What follows belongs to an exercise in optimizing a design on an open flow for small area; a production flow would make more cautious choices.
The RTL was checked by simulation tests, not by an equivalence proof against the original design.
No activity file was given, so power comes from the tool's default toggle rates.

===== design/flow/run.sh =====
#!/bin/bash
# synth_recipe.tcl (not shown) runs the flow's synth.tcl, then flattens the netlist and writes it again
# the make line also repeats each setting of config.mk as NAME=value (left out here)
make -C /OpenROAD-flow-scripts/flow DESIGN_CONFIG=/design/flow/config.mk WORK_HOME=/design/flow/orfs CLKGATE_MAP_FILE= SYNTH_SCRIPT=/design/flow/synth_recipe.tcl finish

===== design/flow/config.mk =====
export PLATFORM = sky130hd
export DESIGN_NAME = ws_core
export DESIGN_NICKNAME = ws_core
export VERILOG_FILES = /design/flow/design.v
export SDC_FILE = /design/flow/constraint.sdc
export NUM_CORES = 4
export LEC_CHECK = 0
export ABC_AREA = 1
export CAP_MARGIN = 20
export CORE_MARGIN = 2
export CORE_UTILIZATION = 25
export PLACE_DENSITY = 0.4
export SLEW_MARGIN = 20
export SYNTH_MEMORY_MAX_BITS = 65536

===== design/flow/constraint.sdc =====
create_clock -name core_clock -period 60.0 [get_ports {clk}]
set_input_delay 12.0000 -clock core_clock [delete_from_list [all_inputs] [get_ports {clk}]]
set_output_delay 12.0000 -clock core_clock [all_outputs]
set_load 0.01 [all_outputs]

===== design/flow/design.v =====
module ws_core (
    input  wire        clk,
    input  wire        rst,           
    input  wire        cmd_valid,
    input  wire [7:0]  cmd,
    output wire        cmd_ready,
    output wire [7:0]  status,
    output wire [31:0] t_out,
    output wire [31:0] h_out,
    output wire [31:0] p_out,
    output wire        bus_req,
    output wire        bus_we,
    output wire [7:0]  bus_addr,
    output wire [3:0]  bus_len,
    output wire [7:0]  bus_wdata,
    input  wire        bus_ack,
    input  wire        bus_fail,
    input  wire [63:0] bus_rdata
);
    localparam [4:0] O_IDLE = 5'd0, O_LD = 5'd1, O_ADD = 5'd2, O_SUB = 5'd3,
                     O_MUL = 5'd4, O_SRA = 5'd5, O_SRL = 5'd6, O_SHL = 5'd7,
                     O_ST = 5'd8, O_DIV = 5'd9, O_MVA = 5'd10, O_MVB = 5'd11,
                     O_SKN = 5'd12, O_SKP = 5'd13, O_SKNZ = 5'd14, O_JMP = 5'd15,
                     O_BW = 5'd16, O_BR = 5'd17, O_BRAW = 5'd18, O_INS = 5'd19,
                     O_ENDI = 5'd20, O_ENDG = 5'd21;
    localparam [2:0] S_N = 3'd0, S_W = 3'd1, S_C = 3'd2, S_K = 3'd3, S_R = 3'd4;
    reg  [7:0]  pc;
    reg         ph;
    reg  [4:0]  cnt;
    reg  [31:0] acc, ma, mb;
    reg  [31:0] w0, w1, w2, w3;      
    reg  [15:0] cr [0:15];
    reg  [3:0]  cph;
    reg         lc, rvalid, esticky;
    reg  [1:0]  err;
    wire busy = (pc != 8'd0);
    assign cmd_ready = !busy;
    assign status    = {2'b00, err, esticky, rvalid, lc, busy};
    assign t_out = w0;
    assign h_out = w1;
    assign p_out = w2;
    reg [4:0] op;
    reg [2:0] sk;
    reg [7:0] arg;
    reg [1:0] aux;
    reg [3:0] blen;
    reg [7:0] wd;
    always @(*) begin
        op = O_IDLE; sk = S_N; arg = 8'd0; aux = 2'd0; blen = 4'd0; wd = 8'd0;
        case (pc)
            8'd0: begin op = 5'd0; sk = 3'd0; arg = 8'd0; aux = 2'd0; blen = 4'd0; wd = 8'd0; end
            8'd1: begin op = 5'd16; sk = 3'd0; arg = 8'd245; aux = 2'd0; blen = 4'd1; wd = 8'd16; end
            8'd2: begin op = 5'd16; sk = 3'd0; arg = 8'd244; aux = 2'd0; blen = 4'd1; wd = 8'd36; end
            8'd3: begin op = 5'd16; sk = 3'd0; arg = 8'd242; aux = 2'd0; blen = 4'd1; wd = 8'd1; end
            8'd4: begin op = 5'd17; sk = 3'd4; arg = 8'd136; aux = 2'd0; blen = 4'd2; wd = 8'd0; end
            8'd5: begin op = 5'd19; sk = 3'd0; arg = 8'd4; aux = 2'd0; blen = 4'd0; wd = 8'd0; end
            8'd6: begin op = 5'd17; sk = 3'd4; arg = 8'd138; aux = 2'd0; blen = 4'd2; wd = 8'd0; end
            8'd7: begin op = 5'd19; sk = 3'd0; arg = 8'd5; aux = 2'd0; blen = 4'd0; wd = 8'd0; end
            8'd8: begin op = 5'd17; sk = 3'd4; arg = 8'd140; aux = 2'd0; blen = 4'd2; wd = 8'd0; end
            8'd9: begin op = 5'd19; sk = 3'd0; arg = 8'd6; aux = 2'd0; blen = 4'd0; wd = 8'd0; end
            8'd10: begin op = 5'd17; sk = 3'd4; arg = 8'd142; aux = 2'd0; blen = 4'd2; wd = 8'd0; end
            8'd11: begin op = 5'd19; sk = 3'd0; arg = 8'd7; aux = 2'd0; blen = 4'd0; wd = 8'd0; end
            8'd12: begin op = 5'd17; sk = 3'd4; arg = 8'd144; aux = 2'd0; blen = 4'd2; wd = 8'd0; end
            8'd13: begin op = 5'd19; sk = 3'd0; arg = 8'd8; aux = 2'd0; blen = 4'd0; wd = 8'd0; end
            8'd14: begin op = 5'd17; sk = 3'd4; arg = 8'd146; aux = 2'd0; blen = 4'd2; wd = 8'd0; end
            8'd15: begin op = 5'd19; sk = 3'd0; arg = 8'd9; aux = 2'd0; blen = 4'd0; wd = 8'd0; end
            8'd16: begin op = 5'd17; sk = 3'd4; arg = 8'd148; aux = 2'd0; blen = 4'd2; wd = 8'd0; end
            8'd17: begin op = 5'd19; sk = 3'd0; arg = 8'd10; aux = 2'd0; blen = 4'd0; wd = 8'd0; end
            8'd18: begin op = 5'd17; sk = 3'd4; arg = 8'd150; aux = 2'd0; blen = 4'd2; wd = 8'd0; end
            8'd19: begin op = 5'd19; sk = 3'd0; arg = 8'd11; aux = 2'd0; blen = 4'd0; wd = 8'd0; end
            8'd20: begin op = 5'd17; sk = 3'd4; arg = 8'd152; aux = 2'd0; blen = 4'd2; wd = 8'd0; end
            8'd21: begin op = 5'd19; sk = 3'd0; arg = 8'd12; aux = 2'd0; blen = 4'd0; wd = 8'd0; end
            8'd22: begin op = 5'd17; sk = 3'd4; arg = 8'd154; aux = 2'd0; blen = 4'd2; wd = 8'd0; end
            8'd23: begin op = 5'd19; sk = 3'd0; arg = 8'd13; aux = 2'd0; blen = 4'd0; wd = 8'd0; end
            8'd24: begin op = 5'd17; sk = 3'd4; arg = 8'd156; aux = 2'd0; blen = 4'd2; wd = 8'd0; end
            8'd25: begin op = 5'd19; sk = 3'd0; arg = 8'd14; aux = 2'd0; blen = 4'd0; wd = 8'd0; end
            8'd26: begin op = 5'd17; sk = 3'd4; arg = 8'd158; aux = 2'd0; blen = 4'd2; wd = 8'd0; end
            8'd27: begin op = 5'd19; sk = 3'd0; arg = 8'd15; aux = 2'd0; blen = 4'd0; wd = 8'd0; end
            8'd28: begin op = 5'd17; sk = 3'd4; arg = 8'd161; aux = 2'd1; blen = 4'd1; wd = 8'd0; end
            8'd29: begin op = 5'd7; sk = 3'd0; arg = 8'd8; aux = 2'd0; blen = 4'd0; wd = 8'd0; end
            8'd30: begin op = 5'd8; sk = 3'd0; arg = 8'd3; aux = 2'd0; blen = 4'd0; wd = 8'd0; end
            8'd31: begin op = 5'd17; sk = 3'd4; arg = 8'd225; aux = 2'd0; blen = 4'd2; wd = 8'd0; end
            8'd32: begin op = 5'd19; sk = 3'd0; arg = 8'd0; aux = 2'd0; blen = 4'd0; wd = 8'd0; end
            8'd33: begin op = 5'd17; sk = 3'd4; arg = 8'd227; aux = 2'd1; blen = 4'd1; wd = 8'd0; end
            8'd34: begin op = 5'd2; sk = 3'd1; arg = 8'd3; aux = 2'd0; blen = 4'd0; wd = 8'd0; end
            8'd35: begin op = 5'd19; sk = 3'd0; arg = 8'd1; aux = 2'd0; blen = 4'd0; wd = 8'd0; end
            8'd36: begin op = 5'd17; sk = 3'd4; arg = 8'd228; aux = 2'd1; blen = 4'd1; wd = 8'd0; end
            8'd37: begin op = 5'd8; sk = 3'd0; arg = 8'd0; aux = 2'd0; blen = 4'd0; wd = 8'd0; end
            8'd38: begin op = 5'd17; sk = 3'd4; arg = 8'd229; aux = 2'd2; blen = 4'd1; wd = 8'd0; end
            8'd39: begin op = 5'd8; sk = 3'd0; arg = 8'd1; aux = 2'd0; blen = 4'd0; wd = 8'd0; end
            8'd40: begin op = 5'd17; sk = 3'd4; arg = 8'd230; aux = 2'd1; blen = 4'd1; wd = 8'd0; end
            8'd41: begin op = 5'd7; sk = 3'd0; arg = 8'd8; aux = 2'd0; blen = 4'd0; wd = 8'd0; end
            8'd42: begin op = 5'd2; sk = 3'd1; arg = 8'd1; aux = 2'd0; blen = 4'd0; wd = 8'd0; end
            8'd43: begin op = 5'd8; sk = 3'd0; arg = 8'd1; aux = 2'd0; blen = 4'd0; wd = 8'd0; end
            8'd44: begin op = 5'd17; sk = 3'd4; arg = 8'd229; aux = 2'd3; blen = 4'd1; wd = 8'd0; end
            8'd45: begin op = 5'd2; sk = 3'd1; arg = 8'd1; aux = 2'd0; blen = 4'd0; wd = 8'd0; end
            8'd46: begin op = 5'd19; sk = 3'd0; arg = 8'd3; aux = 2'd0; blen = 4'd0; wd = 8'd0; end
            8'd47: begin op = 5'd17; sk = 3'd4; arg = 8'd231; aux = 2'd1; blen = 4'd1; wd = 8'd0; end
            8'd48: begin op = 5'd7; sk = 3'd0; arg = 8'd8; aux = 2'd0; blen = 4'd0; wd = 8'd0; end
            8'd49: begin op = 5'd2; sk = 3'd1; arg = 8'd0; aux = 2'd0; blen = 4'd0; wd = 8'd0; end
            8'd50: begin op = 5'd19; sk = 3'd0; arg = 8'd2; aux = 2'd0; blen = 4'd0; wd = 8'd0; end
            8'd51: begin op = 5'd20; sk = 3'd0; arg = 8'd0; aux = 2'd0; blen = 4'd0; wd = 8'd0; end
            8'd52: begin op = 5'd16; sk = 3'd0; arg = 8'd244; aux = 2'd0; blen = 4'd1; wd = 8'd37; end
            8'd53: begin op = 5'd18; sk = 3'd0; arg = 8'd247; aux = 2'd0; blen = 4'd8; wd = 8'd0; end
            8'd54: begin op = 5'd1; sk = 3'd1; arg = 8'd0; aux = 2'd0; blen = 4'd0; wd = 8'd0; end
            8'd55: begin op = 5'd5; sk = 3'd0; arg = 8'd4; aux = 2'd0; blen = 4'd0; wd = 8'd0; end
            8'd56: begin op = 5'd3; sk = 3'd2; arg = 8'd20; aux = 2'd0; blen = 4'd0; wd = 8'd0; end
            8'd57: begin op = 5'd8; sk = 3'd0; arg = 8'd3; aux = 2'd0; blen = 4'd0; wd = 8'd0; end
            8'd58: begin op = 5'd4; sk = 3'd1; arg = 8'd3; aux = 2'd0; blen = 4'd0; wd = 8'd0; end
            8'd59: begin op = 5'd5; sk = 3'd0; arg = 8'd12; aux = 2'd0; blen = 4'd0; wd = 8'd0; end
            8'd60: begin op = 5'd4; sk = 3'd2; arg = 8'd6; aux = 2'd0; blen = 4'd0; wd = 8'd0; end
            8'd61: begin op = 5'd5; sk = 3'd0; arg = 8'd14; aux = 2'd0; blen = 4'd0; wd = 8'd0; end
            8'd62: begin op = 5'd8; sk = 3'd0; arg = 8'd3; aux = 2'd0; blen = 4'd0; wd = 8'd0; end
            8'd63: begin op = 5'd1; sk = 3'd1; arg = 8'd0; aux = 2'd0; blen = 4'd0; wd = 8'd0; end
            8'd64: begin op = 5'd5; sk = 3'd0; arg = 8'd3; aux = 2'd0; blen = 4'd0; wd = 8'd0; end
            8'd65: begin op = 5'd3; sk = 3'd2; arg = 8'd20; aux = 2'd0; blen = 4'd0; wd = 8'd0; end
            8'd66: begin op = 5'd3; sk = 3'd2; arg = 8'd20; aux = 2'd0; blen = 4'd0; wd = 8'd0; end
            8'd67: begin op = 5'd4; sk = 3'd2; arg = 8'd5; aux = 2'd0; blen = 4'd0; wd = 8'd0; end
            8'd68: begin op = 5'd5; sk = 3'd0; arg = 8'd11; aux = 2'd0; blen = 4'd0; wd = 8'd0; end
            8'd69: begin op = 5'd2; sk = 3'd1; arg = 8'd3; aux = 2'd0; blen = 4'd0; wd = 8'd0; end
            8'd70: begin op = 5'd8; sk = 3'd0; arg = 8'd0; aux = 2'd0; blen = 4'd0; wd = 8'd0; end
            8'd71: begin op = 5'd1; sk = 3'd1; arg = 8'd0; aux = 2'd0; blen = 4'd0; wd = 8'd0; end
            8'd72: begin op = 5'd3; sk = 3'd3; arg = 8'd0; aux = 2'd0; blen = 4'd0; wd = 8'd0; end
            8'd73: begin op = 5'd4; sk = 3'd2; arg = 8'd99; aux = 2'd0; blen = 4'd0; wd = 8'd0; end
            8'd74: begin op = 5'd8; sk = 3'd0; arg = 8'd3; aux = 2'd0; blen = 4'd0; wd = 8'd0; end
            8'd75: begin op = 5'd1; sk = 3'd2; arg = 8'd34; aux = 2'd0; blen = 4'd0; wd = 8'd0; end
            8'd76: begin op = 5'd7; sk = 3'd0; arg = 8'd4; aux = 2'd0; blen = 4'd0; wd = 8'd0; end
            8'd77: begin op = 5'd2; sk = 3'd2; arg = 8'd83; aux = 2'd0; blen = 4'd0; wd = 8'd0; end
            8'd78: begin op = 5'd7; sk = 3'd0; arg = 8'd6; aux = 2'd0; blen = 4'd0; wd = 8'd0; end
            8'd79: begin op = 5'd3; sk = 3'd1; arg = 8'd1; aux = 2'd0; blen = 4'd0; wd = 8'd0; end
            8'd80: begin op = 5'd4; sk = 3'd3; arg = 8'd13; aux = 2'd0; blen = 4'd0; wd = 8'd0; end
            8'd81: begin op = 5'd3; sk = 3'd1; arg = 8'd3; aux = 2'd0; blen = 4'd0; wd = 8'd0; end
            8'd82: begin op = 5'd2; sk = 3'd3; arg = 8'd1; aux = 2'd0; blen = 4'd0; wd = 8'd0; end
            8'd83: begin op = 5'd5; sk = 3'd0; arg = 8'd15; aux = 2'd0; blen = 4'd0; wd = 8'd0; end
            8'd84: begin op = 5'd8; sk = 3'd0; arg = 8'd1; aux = 2'd0; blen = 4'd0; wd = 8'd0; end
            8'd85: begin op = 5'd1; sk = 3'd1; arg = 8'd0; aux = 2'd0; blen = 4'd0; wd = 8'd0; end
            8'd86: begin op = 5'd3; sk = 3'd3; arg = 8'd0; aux = 2'd0; blen = 4'd0; wd = 8'd0; end
            8'd87: begin op = 5'd4; sk = 3'd2; arg = 8'd33; aux = 2'd0; blen = 4'd0; wd = 8'd0; end
            8'd88: begin op = 5'd5; sk = 3'd0; arg = 8'd11; aux = 2'd0; blen = 4'd0; wd = 8'd0; end
            8'd89: begin op = 5'd2; sk = 3'd3; arg = 8'd2; aux = 2'd0; blen = 4'd0; wd = 8'd0; end
            8'd90: begin op = 5'd8; sk = 3'd0; arg = 8'd3; aux = 2'd0; blen = 4'd0; wd = 8'd0; end
            8'd91: begin op = 5'd1; sk = 3'd1; arg = 8'd0; aux = 2'd0; blen = 4'd0; wd = 8'd0; end
            8'd92: begin op = 5'd3; sk = 3'd3; arg = 8'd0; aux = 2'd0; blen = 4'd0; wd = 8'd0; end
            8'd93: begin op = 5'd4; sk = 3'd2; arg = 8'd66; aux = 2'd0; blen = 4'd0; wd = 8'd0; end
            8'd94: begin op = 5'd5; sk = 3'd0; arg = 8'd10; aux = 2'd0; blen = 4'd0; wd = 8'd0; end
            8'd95: begin op = 5'd4; sk = 3'd1; arg = 8'd3; aux = 2'd0; blen = 4'd0; wd = 8'd0; end
            8'd96: begin op = 5'd5; sk = 3'd0; arg = 8'd10; aux = 2'd0; blen = 4'd0; wd = 8'd0; end
            8'd97: begin op = 5'd2; sk = 3'd3; arg = 8'd3; aux = 2'd0; blen = 4'd0; wd = 8'd0; end
            8'd98: begin op = 5'd4; sk = 3'd2; arg = 8'd0; aux = 2'd0; blen = 4'd0; wd = 8'd0; end
            8'd99: begin op = 5'd2; sk = 3'd3; arg = 8'd4; aux = 2'd0; blen = 4'd0; wd = 8'd0; end
            8'd100: begin op = 5'd5; sk = 3'd0; arg = 8'd14; aux = 2'd0; blen = 4'd0; wd = 8'd0; end
            8'd101: begin op = 5'd4; sk = 3'd1; arg = 8'd1; aux = 2'd0; blen = 4'd0; wd = 8'd0; end
            8'd102: begin op = 5'd8; sk = 3'd0; arg = 8'd1; aux = 2'd0; blen = 4'd0; wd = 8'd0; end
            8'd103: begin op = 5'd5; sk = 3'd0; arg = 8'd15; aux = 2'd0; blen = 4'd0; wd = 8'd0; end
            8'd104: begin op = 5'd8; sk = 3'd0; arg = 8'd3; aux = 2'd0; blen = 4'd0; wd = 8'd0; end
            8'd105: begin op = 5'd4; sk = 3'd1; arg = 8'd3; aux = 2'd0; blen = 4'd0; wd = 8'd0; end
            8'd106: begin op = 5'd5; sk = 3'd0; arg = 8'd7; aux = 2'd0; blen = 4'd0; wd = 8'd0; end
            8'd107: begin op = 5'd4; sk = 3'd2; arg = 8'd49; aux = 2'd0; blen = 4'd0; wd = 8'd0; end
            8'd108: begin op = 5'd5; sk = 3'd0; arg = 8'd4; aux = 2'd0; blen = 4'd0; wd = 8'd0; end
            8'd109: begin op = 5'd4; sk = 3'd3; arg = 8'd11; aux = 2'd0; blen = 4'd0; wd = 8'd0; end
            8'd110: begin op = 5'd2; sk = 3'd1; arg = 8'd1; aux = 2'd0; blen = 4'd0; wd = 8'd0; end
            8'd111: begin op = 5'd5; sk = 3'd0; arg = 8'd12; aux = 2'd0; blen = 4'd0; wd = 8'd0; end
            8'd112: begin op = 5'd13; sk = 3'd0; arg = 8'd0; aux = 2'd0; blen = 4'd0; wd = 8'd0; end
            8'd113: begin op = 5'd1; sk = 3'd0; arg = 8'd0; aux = 2'd0; blen = 4'd0; wd = 8'd0; end
            8'd114: begin op = 5'd3; sk = 3'd3; arg = 8'd10; aux = 2'd0; blen = 4'd0; wd = 8'd0; end
            8'd115: begin op = 5'd12; sk = 3'd0; arg = 8'd0; aux = 2'd0; blen = 4'd0; wd = 8'd0; end
            8'd116: begin op = 5'd1; sk = 3'd3; arg = 8'd11; aux = 2'd0; blen = 4'd0; wd = 8'd0; end
            8'd117: begin op = 5'd2; sk = 3'd3; arg = 8'd10; aux = 2'd0; blen = 4'd0; wd = 8'd0; end
            8'd118: begin op = 5'd8; sk = 3'd0; arg = 8'd1; aux = 2'd0; blen = 4'd0; wd = 8'd0; end
            8'd119: begin op = 5'd1; sk = 3'd1; arg = 8'd0; aux = 2'd0; blen = 4'd0; wd = 8'd0; end
            8'd120: begin op = 5'd5; sk = 3'd0; arg = 8'd1; aux = 2'd0; blen = 4'd0; wd = 8'd0; end
            8'd121: begin op = 5'd3; sk = 3'd3; arg = 8'd5; aux = 2'd0; blen = 4'd0; wd = 8'd0; end
            8'd122: begin op = 5'd5; sk = 3'd0; arg = 8'd2; aux = 2'd0; blen = 4'd0; wd = 8'd0; end
            8'd123: begin op = 5'd8; sk = 3'd0; arg = 8'd3; aux = 2'd0; blen = 4'd0; wd = 8'd0; end
            8'd124: begin op = 5'd4; sk = 3'd1; arg = 8'd3; aux = 2'd0; blen = 4'd0; wd = 8'd0; end
            8'd125: begin op = 5'd5; sk = 3'd0; arg = 8'd11; aux = 2'd0; blen = 4'd0; wd = 8'd0; end
            8'd126: begin op = 5'd4; sk = 3'd2; arg = 8'd12; aux = 2'd0; blen = 4'd0; wd = 8'd0; end
            8'd127: begin op = 5'd8; sk = 3'd0; arg = 8'd3; aux = 2'd0; blen = 4'd0; wd = 8'd0; end
            8'd128: begin op = 5'd1; sk = 3'd1; arg = 8'd0; aux = 2'd0; blen = 4'd0; wd = 8'd0; end
            8'd129: begin op = 5'd5; sk = 3'd0; arg = 8'd1; aux = 2'd0; blen = 4'd0; wd = 8'd0; end
            8'd130: begin op = 5'd3; sk = 3'd3; arg = 8'd5; aux = 2'd0; blen = 4'd0; wd = 8'd0; end
            8'd131: begin op = 5'd4; sk = 3'd2; arg = 8'd11; aux = 2'd0; blen = 4'd0; wd = 8'd0; end
            8'd132: begin op = 5'd7; sk = 3'd0; arg = 8'd1; aux = 2'd0; blen = 4'd0; wd = 8'd0; end
            8'd133: begin op = 5'd2; sk = 3'd1; arg = 8'd3; aux = 2'd0; blen = 4'd0; wd = 8'd0; end
            8'd134: begin op = 5'd5; sk = 3'd0; arg = 8'd2; aux = 2'd0; blen = 4'd0; wd = 8'd0; end
            8'd135: begin op = 5'd8; sk = 3'd0; arg = 8'd3; aux = 2'd0; blen = 4'd0; wd = 8'd0; end
            8'd136: begin op = 5'd1; sk = 3'd2; arg = 8'd10; aux = 2'd0; blen = 4'd0; wd = 8'd0; end
            8'd137: begin op = 5'd7; sk = 3'd0; arg = 8'd16; aux = 2'd0; blen = 4'd0; wd = 8'd0; end
            8'd138: begin op = 5'd2; sk = 3'd1; arg = 8'd3; aux = 2'd0; blen = 4'd0; wd = 8'd0; end
            8'd139: begin op = 5'd5; sk = 3'd0; arg = 8'd12; aux = 2'd0; blen = 4'd0; wd = 8'd0; end
            8'd140: begin op = 5'd2; sk = 3'd1; arg = 8'd2; aux = 2'd0; blen = 4'd0; wd = 8'd0; end
            8'd141: begin op = 5'd3; sk = 3'd3; arg = 8'd12; aux = 2'd0; blen = 4'd0; wd = 8'd0; end
            8'd142: begin op = 5'd4; sk = 3'd3; arg = 8'd6; aux = 2'd0; blen = 4'd0; wd = 8'd0; end
            8'd143: begin op = 5'd8; sk = 3'd0; arg = 8'd2; aux = 2'd0; blen = 4'd0; wd = 8'd0; end
            8'd144: begin op = 5'd1; sk = 3'd1; arg = 8'd0; aux = 2'd0; blen = 4'd0; wd = 8'd0; end
            8'd145: begin op = 5'd5; sk = 3'd0; arg = 8'd1; aux = 2'd0; blen = 4'd0; wd = 8'd0; end
            8'd146: begin op = 5'd3; sk = 3'd3; arg = 8'd5; aux = 2'd0; blen = 4'd0; wd = 8'd0; end
            8'd147: begin op = 5'd5; sk = 3'd0; arg = 8'd2; aux = 2'd0; blen = 4'd0; wd = 8'd0; end
            8'd148: begin op = 5'd8; sk = 3'd0; arg = 8'd3; aux = 2'd0; blen = 4'd0; wd = 8'd0; end
            8'd149: begin op = 5'd4; sk = 3'd1; arg = 8'd3; aux = 2'd0; blen = 4'd0; wd = 8'd0; end
            8'd150: begin op = 5'd5; sk = 3'd0; arg = 8'd13; aux = 2'd0; blen = 4'd0; wd = 8'd0; end
            8'd151: begin op = 5'd4; sk = 3'd2; arg = 8'd9; aux = 2'd0; blen = 4'd0; wd = 8'd0; end
            8'd152: begin op = 5'd5; sk = 3'd0; arg = 8'd3; aux = 2'd0; blen = 4'd0; wd = 8'd0; end
            8'd153: begin op = 5'd8; sk = 3'd0; arg = 8'd3; aux = 2'd0; blen = 4'd0; wd = 8'd0; end
            8'd154: begin op = 5'd1; sk = 3'd1; arg = 8'd0; aux = 2'd0; blen = 4'd0; wd = 8'd0; end
            8'd155: begin op = 5'd5; sk = 3'd0; arg = 8'd1; aux = 2'd0; blen = 4'd0; wd = 8'd0; end
            8'd156: begin op = 5'd3; sk = 3'd3; arg = 8'd5; aux = 2'd0; blen = 4'd0; wd = 8'd0; end
            8'd157: begin op = 5'd4; sk = 3'd2; arg = 8'd8; aux = 2'd0; blen = 4'd0; wd = 8'd0; end
            8'd158: begin op = 5'd5; sk = 3'd0; arg = 8'd1; aux = 2'd0; blen = 4'd0; wd = 8'd0; end
            8'd159: begin op = 5'd2; sk = 3'd1; arg = 8'd3; aux = 2'd0; blen = 4'd0; wd = 8'd0; end
            8'd160: begin op = 5'd5; sk = 3'd0; arg = 8'd18; aux = 2'd0; blen = 4'd0; wd = 8'd0; end
            8'd161: begin op = 5'd2; sk = 3'd3; arg = 8'd2; aux = 2'd0; blen = 4'd0; wd = 8'd0; end
            8'd162: begin op = 5'd4; sk = 3'd2; arg = 8'd23; aux = 2'd0; blen = 4'd0; wd = 8'd0; end
            8'd163: begin op = 5'd5; sk = 3'd0; arg = 8'd15; aux = 2'd0; blen = 4'd0; wd = 8'd0; end
            8'd164: begin op = 5'd14; sk = 3'd0; arg = 8'd0; aux = 2'd0; blen = 4'd0; wd = 8'd0; end
            8'd165: begin op = 5'd15; sk = 3'd0; arg = 8'd193; aux = 2'd0; blen = 4'd0; wd = 8'd0; end
            8'd166: begin op = 5'd10; sk = 3'd0; arg = 8'd0; aux = 2'd0; blen = 4'd0; wd = 8'd0; end
            8'd167: begin op = 5'd1; sk = 3'd1; arg = 8'd2; aux = 2'd0; blen = 4'd0; wd = 8'd0; end
            8'd168: begin op = 5'd12; sk = 3'd0; arg = 8'd0; aux = 2'd0; blen = 4'd0; wd = 8'd0; end
            8'd169: begin op = 5'd7; sk = 3'd0; arg = 8'd1; aux = 2'd0; blen = 4'd0; wd = 8'd0; end
            8'd170: begin op = 5'd11; sk = 3'd0; arg = 8'd0; aux = 2'd0; blen = 4'd0; wd = 8'd0; end
            8'd171: begin op = 5'd1; sk = 3'd0; arg = 8'd0; aux = 2'd0; blen = 4'd0; wd = 8'd0; end
            8'd172: begin op = 5'd9; sk = 3'd0; arg = 8'd0; aux = 2'd0; blen = 4'd0; wd = 8'd0; end
            8'd173: begin op = 5'd1; sk = 3'd1; arg = 8'd2; aux = 2'd0; blen = 4'd0; wd = 8'd0; end
            8'd174: begin op = 5'd6; sk = 3'd0; arg = 8'd31; aux = 2'd0; blen = 4'd0; wd = 8'd0; end
            8'd175: begin op = 5'd2; sk = 3'd3; arg = 8'd9; aux = 2'd0; blen = 4'd0; wd = 8'd0; end
            8'd176: begin op = 5'd4; sk = 3'd0; arg = 8'd0; aux = 2'd0; blen = 4'd0; wd = 8'd0; end
            8'd177: begin op = 5'd8; sk = 3'd0; arg = 8'd2; aux = 2'd0; blen = 4'd0; wd = 8'd0; end
            8'd178: begin op = 5'd6; sk = 3'd0; arg = 8'd3; aux = 2'd0; blen = 4'd0; wd = 8'd0; end
            8'd179: begin op = 5'd8; sk = 3'd0; arg = 8'd3; aux = 2'd0; blen = 4'd0; wd = 8'd0; end
            8'd180: begin op = 5'd4; sk = 3'd1; arg = 8'd3; aux = 2'd0; blen = 4'd0; wd = 8'd0; end
            8'd181: begin op = 5'd6; sk = 3'd0; arg = 8'd13; aux = 2'd0; blen = 4'd0; wd = 8'd0; end
            8'd182: begin op = 5'd4; sk = 3'd2; arg = 8'd15; aux = 2'd0; blen = 4'd0; wd = 8'd0; end
            8'd183: begin op = 5'd5; sk = 3'd0; arg = 8'd12; aux = 2'd0; blen = 4'd0; wd = 8'd0; end
            8'd184: begin op = 5'd8; sk = 3'd0; arg = 8'd3; aux = 2'd0; blen = 4'd0; wd = 8'd0; end
            8'd185: begin op = 5'd1; sk = 3'd1; arg = 8'd2; aux = 2'd0; blen = 4'd0; wd = 8'd0; end
            8'd186: begin op = 5'd6; sk = 3'd0; arg = 8'd2; aux = 2'd0; blen = 4'd0; wd = 8'd0; end
            8'd187: begin op = 5'd4; sk = 3'd2; arg = 8'd14; aux = 2'd0; blen = 4'd0; wd = 8'd0; end
            8'd188: begin op = 5'd5; sk = 3'd0; arg = 8'd13; aux = 2'd0; blen = 4'd0; wd = 8'd0; end
            8'd189: begin op = 5'd2; sk = 3'd1; arg = 8'd3; aux = 2'd0; blen = 4'd0; wd = 8'd0; end
            8'd190: begin op = 5'd2; sk = 3'd2; arg = 8'd13; aux = 2'd0; blen = 4'd0; wd = 8'd0; end
            8'd191: begin op = 5'd5; sk = 3'd0; arg = 8'd4; aux = 2'd0; blen = 4'd0; wd = 8'd0; end
            8'd192: begin op = 5'd2; sk = 3'd1; arg = 8'd2; aux = 2'd0; blen = 4'd0; wd = 8'd0; end
            8'd193: begin op = 5'd8; sk = 3'd0; arg = 8'd2; aux = 2'd0; blen = 4'd0; wd = 8'd0; end
            8'd194: begin op = 5'd1; sk = 3'd1; arg = 8'd0; aux = 2'd0; blen = 4'd0; wd = 8'd0; end
            8'd195: begin op = 5'd4; sk = 3'd3; arg = 8'd7; aux = 2'd0; blen = 4'd0; wd = 8'd0; end
            8'd196: begin op = 5'd2; sk = 3'd3; arg = 8'd8; aux = 2'd0; blen = 4'd0; wd = 8'd0; end
            8'd197: begin op = 5'd5; sk = 3'd0; arg = 8'd8; aux = 2'd0; blen = 4'd0; wd = 8'd0; end
            8'd198: begin op = 5'd8; sk = 3'd0; arg = 8'd0; aux = 2'd0; blen = 4'd0; wd = 8'd0; end
            8'd199: begin op = 5'd21; sk = 3'd0; arg = 8'd0; aux = 2'd0; blen = 4'd0; wd = 8'd0; end
            default: ;
        endcase
    end
    assign bus_req   = (op == O_BW) || (op == O_BR) || (op == O_BRAW);
    assign bus_we    = (op == O_BW);
    assign bus_addr  = arg;
    assign bus_len   = blen;
    assign bus_wdata = wd;
    wire [15:0] cw = cr[15];
    reg  [31:0] xk, xc, xr, xw, x;
    always @(*) begin
        case (arg[3:0])
            4'd0: xk = 32'd76800;
            4'd1: xk = 32'd16384;
            4'd2: xk = 32'd32768;
            4'd3: xk = 32'd2097152;
            4'd4: xk = 32'd8192;
            4'd5: xk = 32'd64000;
            4'd6: xk = 32'd4294964171;
            4'd7: xk = 32'd5;
            4'd8: xk = 32'd128;
            4'd9: xk = 32'd1;
            4'd10: xk = 32'd102401;
            4'd11: xk = 32'd4294967295;
            4'd12: xk = 32'd1048576;
            4'd13: xk = 32'd4294950912;
            default: xk = 32'd0;
        endcase
        case (arg[6:4])
            3'd0: xc = {{16{cw[15]}}, cw};
            3'd1: xc = {16'd0, cw};
            3'd2: xc = {24'd0, cw[7:0]};
            3'd3: xc = {24'd0, cw[15:8]};
            3'd4: xc = {{24{cw[15]}}, cw[15:8]};
            3'd5: xc = {28'd0, cw[3:0]};
            default: xc = {20'd0, cw[15:4]};
        endcase
        case (aux)
            2'd0: xr = {16'd0, bus_rdata[15:0]};
            2'd1: xr = {24'd0, bus_rdata[7:0]};
            2'd2: xr = {28'd0, bus_rdata[3:0]};
            default: xr = {24'd0, bus_rdata[7:4], 4'd0};
        endcase
        case (arg[1:0])
            2'd0: xw = w0;
            2'd1: xw = w1;
            2'd2: xw = w2;
            default: xw = w3;
        endcase
        case (sk)
            S_W: x = xw;
            S_C: x = xc;
            S_K: x = xk;
            S_R: x = xr;
            default: x = 32'd0;
        endcase
    end
    wire slot_ok  = (cph == arg[3:0]);
    wire ready    = (sk != S_C) || slot_ok;
    wire bus_done = bus_req && bus_ack;
    wire        step    = ph && ((op == O_MUL) || (op == O_DIV));
    wire        is_div  = (op == O_DIV);
    wire        is_sub  = (op == O_SUB);
    wire        a_zero  = (op == O_LD) || (op == O_BR);
    wire [31:0] a_in    = a_zero ? 32'd0 : step ? {acc[30:0], is_div & mb[31]} : acc;
    wire [31:0] b_in    = step ? (is_div ? ~ma : (mb[31] ? ma : 32'd0)) : (is_sub ? ~x : x);
    wire        cin     = is_sub || (step && is_div);
    wire [32:0] sum     = {1'b0, a_in} + {1'b0, b_in} + {32'd0, cin};
    wire        ge      = acc[31] || sum[32];
    integer i;
    always @(posedge clk) begin
        for (i = 1; i < 16; i = i + 1)
            cr[i] <= cr[i-1];
        cr[0] <= (busy && op == O_INS && slot_ok) ? acc[15:0] : cr[15];
        cph   <= rst ? 4'd0 : cph + 4'd1;
    end
    always @(posedge clk) begin
        if (rst) begin
            pc      <= 8'd0;
            ph      <= 1'b0;
            lc      <= 1'b0;
            rvalid  <= 1'b0;
            esticky <= 1'b0;
            err     <= 2'd0;
        end else if (!busy) begin
            ph <= 1'b0;
            if (cmd_valid) begin
                if (cmd == 8'h01 && !lc) begin
                    pc <= 8'd1;
                end else if (cmd == 8'h02 && lc) begin
                    pc     <= 8'd52;
                    rvalid <= 1'b0;
                end else if (cmd == 8'h01 || cmd == 8'h02) begin
                    err     <= 2'd2;
                    esticky <= 1'b1;
                end else begin
                    err     <= 2'd1;
                    esticky <= 1'b1;
                end
            end
        end else begin
            case (op)
                O_LD, O_ADD, O_SUB: if (ready) begin
                    acc <= sum[31:0];
                    pc  <= pc + 8'd1;
                end
                O_MUL, O_DIV: begin
                    if (!ph) begin
                        if (ready) begin
                            if (op == O_MUL) begin
                                ma <= acc;
                                if (sk != S_N) mb <= x;
                            end
                            cnt <= 5'd31;
                            ph  <= 1'b1;
                        end
                    end else begin
                        acc <= (is_div && !ge) ? a_in : sum[31:0];
                        mb  <= {mb[30:0], is_div & ge};
                        cnt <= cnt - 5'd1;
                        if (cnt == 5'd0) begin
                            ph <= 1'b0;
                            pc <= pc + 8'd1;
                        end
                    end
                end
                O_SRA, O_SRL, O_SHL: begin
                    if (!ph) begin
                        cnt <= arg[4:0] - 5'd1;
                        ph  <= 1'b1;
                    end else begin
                        if (op == O_SHL)      acc <= {acc[30:0], 1'b0};
                        else if (op == O_SRA) acc <= {acc[31], acc[31:1]};
                        else                  acc <= {1'b0, acc[31:1]};
                        cnt <= cnt - 5'd1;
                        if (cnt == 5'd0) begin
                            ph <= 1'b0;
                            pc <= pc + 8'd1;
                        end
                    end
                end
                O_ST: begin
                    case (arg[1:0])
                        2'd0: w0 <= acc;
                        2'd1: w1 <= acc;
                        2'd2: w2 <= acc;
                        default: w3 <= acc;
                    endcase
                    pc <= pc + 8'd1;
                end
                O_MVA: begin ma <= acc; pc <= pc + 8'd1; end
                O_MVB: begin mb <= acc; pc <= pc + 8'd1; end
                O_SKN:  pc <= pc + (acc[31] ? 8'd2 : 8'd1);
                O_SKP:  pc <= pc + (acc[31] ? 8'd1 : 8'd2);
                O_SKNZ: pc <= pc + ((acc != 32'd0) ? 8'd2 : 8'd1);
                O_JMP:  pc <= arg;
                O_INS:  if (slot_ok) pc <= pc + 8'd1;
                O_BW, O_BR, O_BRAW: if (bus_ack) begin
                    if (bus_fail) begin
                        err     <= 2'd3;
                        esticky <= 1'b1;
                        pc      <= 8'd0;
                    end else begin
                        if (op == O_BR) acc <= sum[31:0];
                        if (op == O_BRAW) begin
                            w0 <= {12'd0, bus_rdata[31:24], bus_rdata[39:32], bus_rdata[47:44]};
                            w1 <= {16'd0, bus_rdata[55:48], bus_rdata[63:56]};
                            w2 <= {12'd0, bus_rdata[7:0], bus_rdata[15:8], bus_rdata[23:20]};
                        end
                        pc <= pc + 8'd1;
                    end
                end
                O_ENDI: begin
                    lc  <= 1'b1;
                    err <= 2'd0;
                    pc  <= 8'd0;
                end
                O_ENDG: begin
                    rvalid <= 1'b1;
                    err    <= 2'd0;
                    pc     <= 8'd0;
                end
                default: pc <= 8'd0;
            endcase
        end
    end
endmodule

==> metrics.md <==
| Metric | Value |
|---|---|
| Worst Setup End Kind | flop |
| Post-CTS Hold Buffers | 0 |
| Fin. max-slew vios | 0 |
| Max Fclk | 0.05516 GHz |
| Cts repair resizes | 0 |
| Rows | 116 |
| Commonest non-fill, non-tap cell in the layout | nand2_1 |
| Largest net degree at the start of global routing | 65 |
| CP top delay family | compound AO/OA/AOI/OAI gates |
| GPL Wtd Cong | 0.9209 |
| Final hold violation count | 0 |
| Number of flops mapped to enable cells by yosys | 229 |
| Max-cap violations | 0 |
| Status | no timing/DRC/antenna violations |
| Root Buffer | clkbuf_16 |
| Slowest cell on crit path | clkinv_1 |
| Startpoint types | input pin |
| Share of layout cells above drive strength 1 | 0.07462 |
| Crit path largest cell delay | 1160 ps |
| Area Overhead vs Synth | 20.97% |
| Tightest Pin Transition | 1154 ps |
| Tot Pwr | 1.390 mW |
| Vias | 22,540 |
| Synth async-reset ratio | 0 |
| CTS Buf Count | 59 |
| Reg2reg start | op[0]$_DFF_P_ |
| Reg power frac | 0.332 |
| Die height | 320.3 um |
| Die area | 102,600 um2 |
| Final setup margin | 41,870 ps |
| Pre-antenna DRT Iters | 6 |
| Post-DRT Antenna Nets | 0 |
| Flop2flop setup slack | 50,800 ps |
| Final setup violation count | 0 |
| Register area share after synthesis | 0.5134 |
| Worst Hold Launch | cr[7][11]$_DFF_P_ |
| Vias per cell | 5.009 |
| Yosys cell types | 59 |
| Initial antenna violation count | 2 |
| Top cell type's share of synthesized area | 0.2749 |
| Dpl hpwl | 73,750 um |
| Area leader, netlist | edfxtp_1 |
| Syn avg cell area | 8.316 um2 |
| Worst hold slack | 316.3 ps |
| Routed wire length | 105,500 um |
| CTS Sinks | 527 |
| DR iter-0 viols | 2,391 |
| Switching power | 0.5879 mW |
| Critical Path RT | 60,350 ps |
| Post-synthesis cell count | 3,008 |
| Path category of the worst min-delay check | reg2reg |
| Int Power | 0.8022 mW |
| GR Util All Layers | 0.2007 |
| Period utilisation layout | 0.3022 |
| CP Buf/Inv Count | 4 |
| Worst clock skew | 38.92 ps |
| Slew margin rel. | 0.2222 |
| Residual DRC | 0 |
| Post-CTS setup buffer count | 0 |
| Diodes inserted | 0 |
| Worst-path cell chain | clkdlybuf4s50_1, inv_1, o221ai_1, xor2_1, nand2_1, nand2_1, fa_1, fa_1, inv_1, nand2_1, o21ai_1, a21oi_1, o21bai_1, a21boi_2, o21ai_0, a21oi_1, nand3_2, clkinv_1, a21oi_1, o21ai_0 |
| PD cells | 45.94 nW/um2 |
| Crit Path Class | in2reg |
| Global-route wire length before repair | 152,600 um |
| Clock network fraction of design power | 0.264 |
| Crit. Startpoint | bus_rdata[0] |
| Fill cells | 10,590 |
| Setup TNS | 0 ps |
| I/O Buffers | 188 |
| Worst slack, placed | 41,440 ps |
| Top_reg_cell synth | dfxtp_1 |
| Syn Std Cell Area | 25,010 um2 |
| Synth area leaders | edfxtp_1 (27%), dfxtp_1 (24%), nand2_1 (12%) |
| Total grt overflow | 0 |
| Die Wd | 320.3 um |
| Final min period | 18,130 ps |
| Lkg Pwr | 12.33 nW |
| Synth warn | 2 |
| Critical Path AT | 18,480 ps |
| Vias in the first global route | 21,320 |
| Clock-pin slew on the worst setup and hold paths | 60 ps |
| Htree depth | 2 |
| Clock Path Buffers | 3 |
| Most frequent cells in the layout | nand2_1 (795), dfxtp_1 (298), o21ai_0 (282), a21oi_1 (230), edfxtp_1 (229) |
| IO Pins | 204 |
| RSZ-0062 raised after global routing | false |
| Seq cells post-synth | 527 |
| Area of the core | 99,570 um2 |
| CTS tree | built |
| Final core occ | 0.3039 |
| Critical path peak fanout | 38 |
| Initial Util | 0.2512 |
| Net Sw Frac | 0.4229 |
| Fin nets | 3,302 |
| Wire per inst | 23.45 um |
| Logic pwr share | 0.405 |
| Worst vdd ir | 20.19 uV |
| Worst-Skew Late Latency | 660 ps |
## synthesized netlist by cell type, drive strengths merged, types with 2 or more instances
| cell type | number |
|---|---|
| a31oi | 34 |
| a21boi | 4 |
| a22oi | 13 |
| dfxtp | 298 |
| buf | 52 |
| xor2 | 31 |
| o21bai | 3 |
| nand4 | 22 |
| xnor2 | 17 |
| o211ai | 49 |
| nor2 | 214 |
| a32oi | 3 |
| nand3 | 159 |
| edfxtp | 229 |
| o221ai | 6 |
| o21a | 3 |
| a211oi | 5 |
| a221oi | 2 |
| nand2 | 806 |
| clkbuf | 94 |
| a31o | 12 |
| a21o | 5 |
| o22ai | 23 |
| o2111ai | 4 |
| mux2i | 5 |
| clkinv | 4 |
| inv | 251 |
| ha | 63 |
| fa | 3 |
| a21oi | 238 |
| or2 | 12 |
| nor4 | 11 |
| nand3b | 2 |
| o21ai | 303 |
| nor3 | 16 |
| o32ai | 2 |
| o31ai | 4 |
## metal layers
metal / share of wire / GRT usage / up-vias / routed length, um
li1: - / - / 10470 / -
met1: 0.47 / 0.2908 / 10960 / 49330
met2: 0.43 / 0.3060 / 936 / 45790
met3: 0.070 / 0.03195 / 176 / 7430
met4: 0.028 / 0.05811 / 2 / 2969
met5: 0.00012 / 0 / - / 13
## state kept, by name (all words and copies together), names as in the netlist
name and cells:
w3 32, ma 32, cph 4, op 5, mb 32, sk 3
rvalid 1, cr 256, acc 32, w1 32, w0 32, lc 1
bus_wdata 3, pc 8, err 2, bus_len 3, w2 32, aux 2
arg 8, esticky 1, ph 1, cnt 5
## worst paths after layout
| check | end | cells past startpoint |
|---|---|---|
| worst max-delay path | acc[23]$_DFFE_PP_ | 20 |
| worst min-delay path | cr[8][11]$_DFF_P_ | 0 |
| worst max register to register | acc[23]$_DFFE_PP_ | 27 |
| worst min register to register | cr[8][11]$_DFF_P_ | 0 |
## stage by stage
stage	std cells	cell area, um2
6_report	4501	30260
5_1_grt	4501	30260
4_1_cts	4501	30260
3_5_place_dp	4396	28290
3_3_place_gp	4396	28290
2_1_floorplan	3014	25040
## final cells by class
class,count,area [um2],share of cell area
tap,1298,1624,0.05367
clock inverter,26,209.0,0.006905
multi-input combinational,2086,10670,0.3527
clock buffer,79,1759,0.05814
sequential,527,12840,0.4244
timing repair buffer,230,2197,0.07261
inverter,255,957.2,0.03163
## cells by family after synthesis
group                      after synthesis  share of synthesized area
other                                    1                  0.0001499
buffers and inverters                  401                    0.06608
muxes                                    5                   0.002001
AOI/OAI and AO/OA                      716                     0.1606
adders and majority gates               66                    0.03391
xor gates and xnor gates                48                    0.01681
and+or+nand+nor                       1244                     0.2070
DFF                                    527                     0.5134
## power groups by stage
stage | sequential [mW] | combinational, mW | clock, mW
floorplan | 0.452 | 0.366 | 0
global placement | 0.468 | 0.557 | 0
detailed placement | 0.469 | 0.552 | 0
CTS | 0.461 | 0.555 | 0.377
global route | 0.464 | 0.617 | 0.391
finish | 0.461 | 0.562 | 0.367

-- re-timing with driven ports --
Ports are ideal in the flow. The routed layout listed here was re-timed in OpenROAD. Step 1, drivers: a clkbuf_16 drives clk and a buf_2 each remaining input, both assumed. Step 2 adds t to the input delays and takes it off the output delays; t is the mean of the earliest and latest rising clock arrival at the registers after step 1. Input paths then give back, and output paths get back, about the clock's delay inside the block. Three values: ideal ports, drivers, drivers and shift; two values: the first two.
shift t [ns]: 0.706
slack for setup (ns): 41.869 / 41.916 / 41.210
cell pins on the clock port's net: 1
After both steps this run still meets setup and hold. The setup slack of this run moves by +0.047 ns with the drivers and by -0.659 ns with both steps.
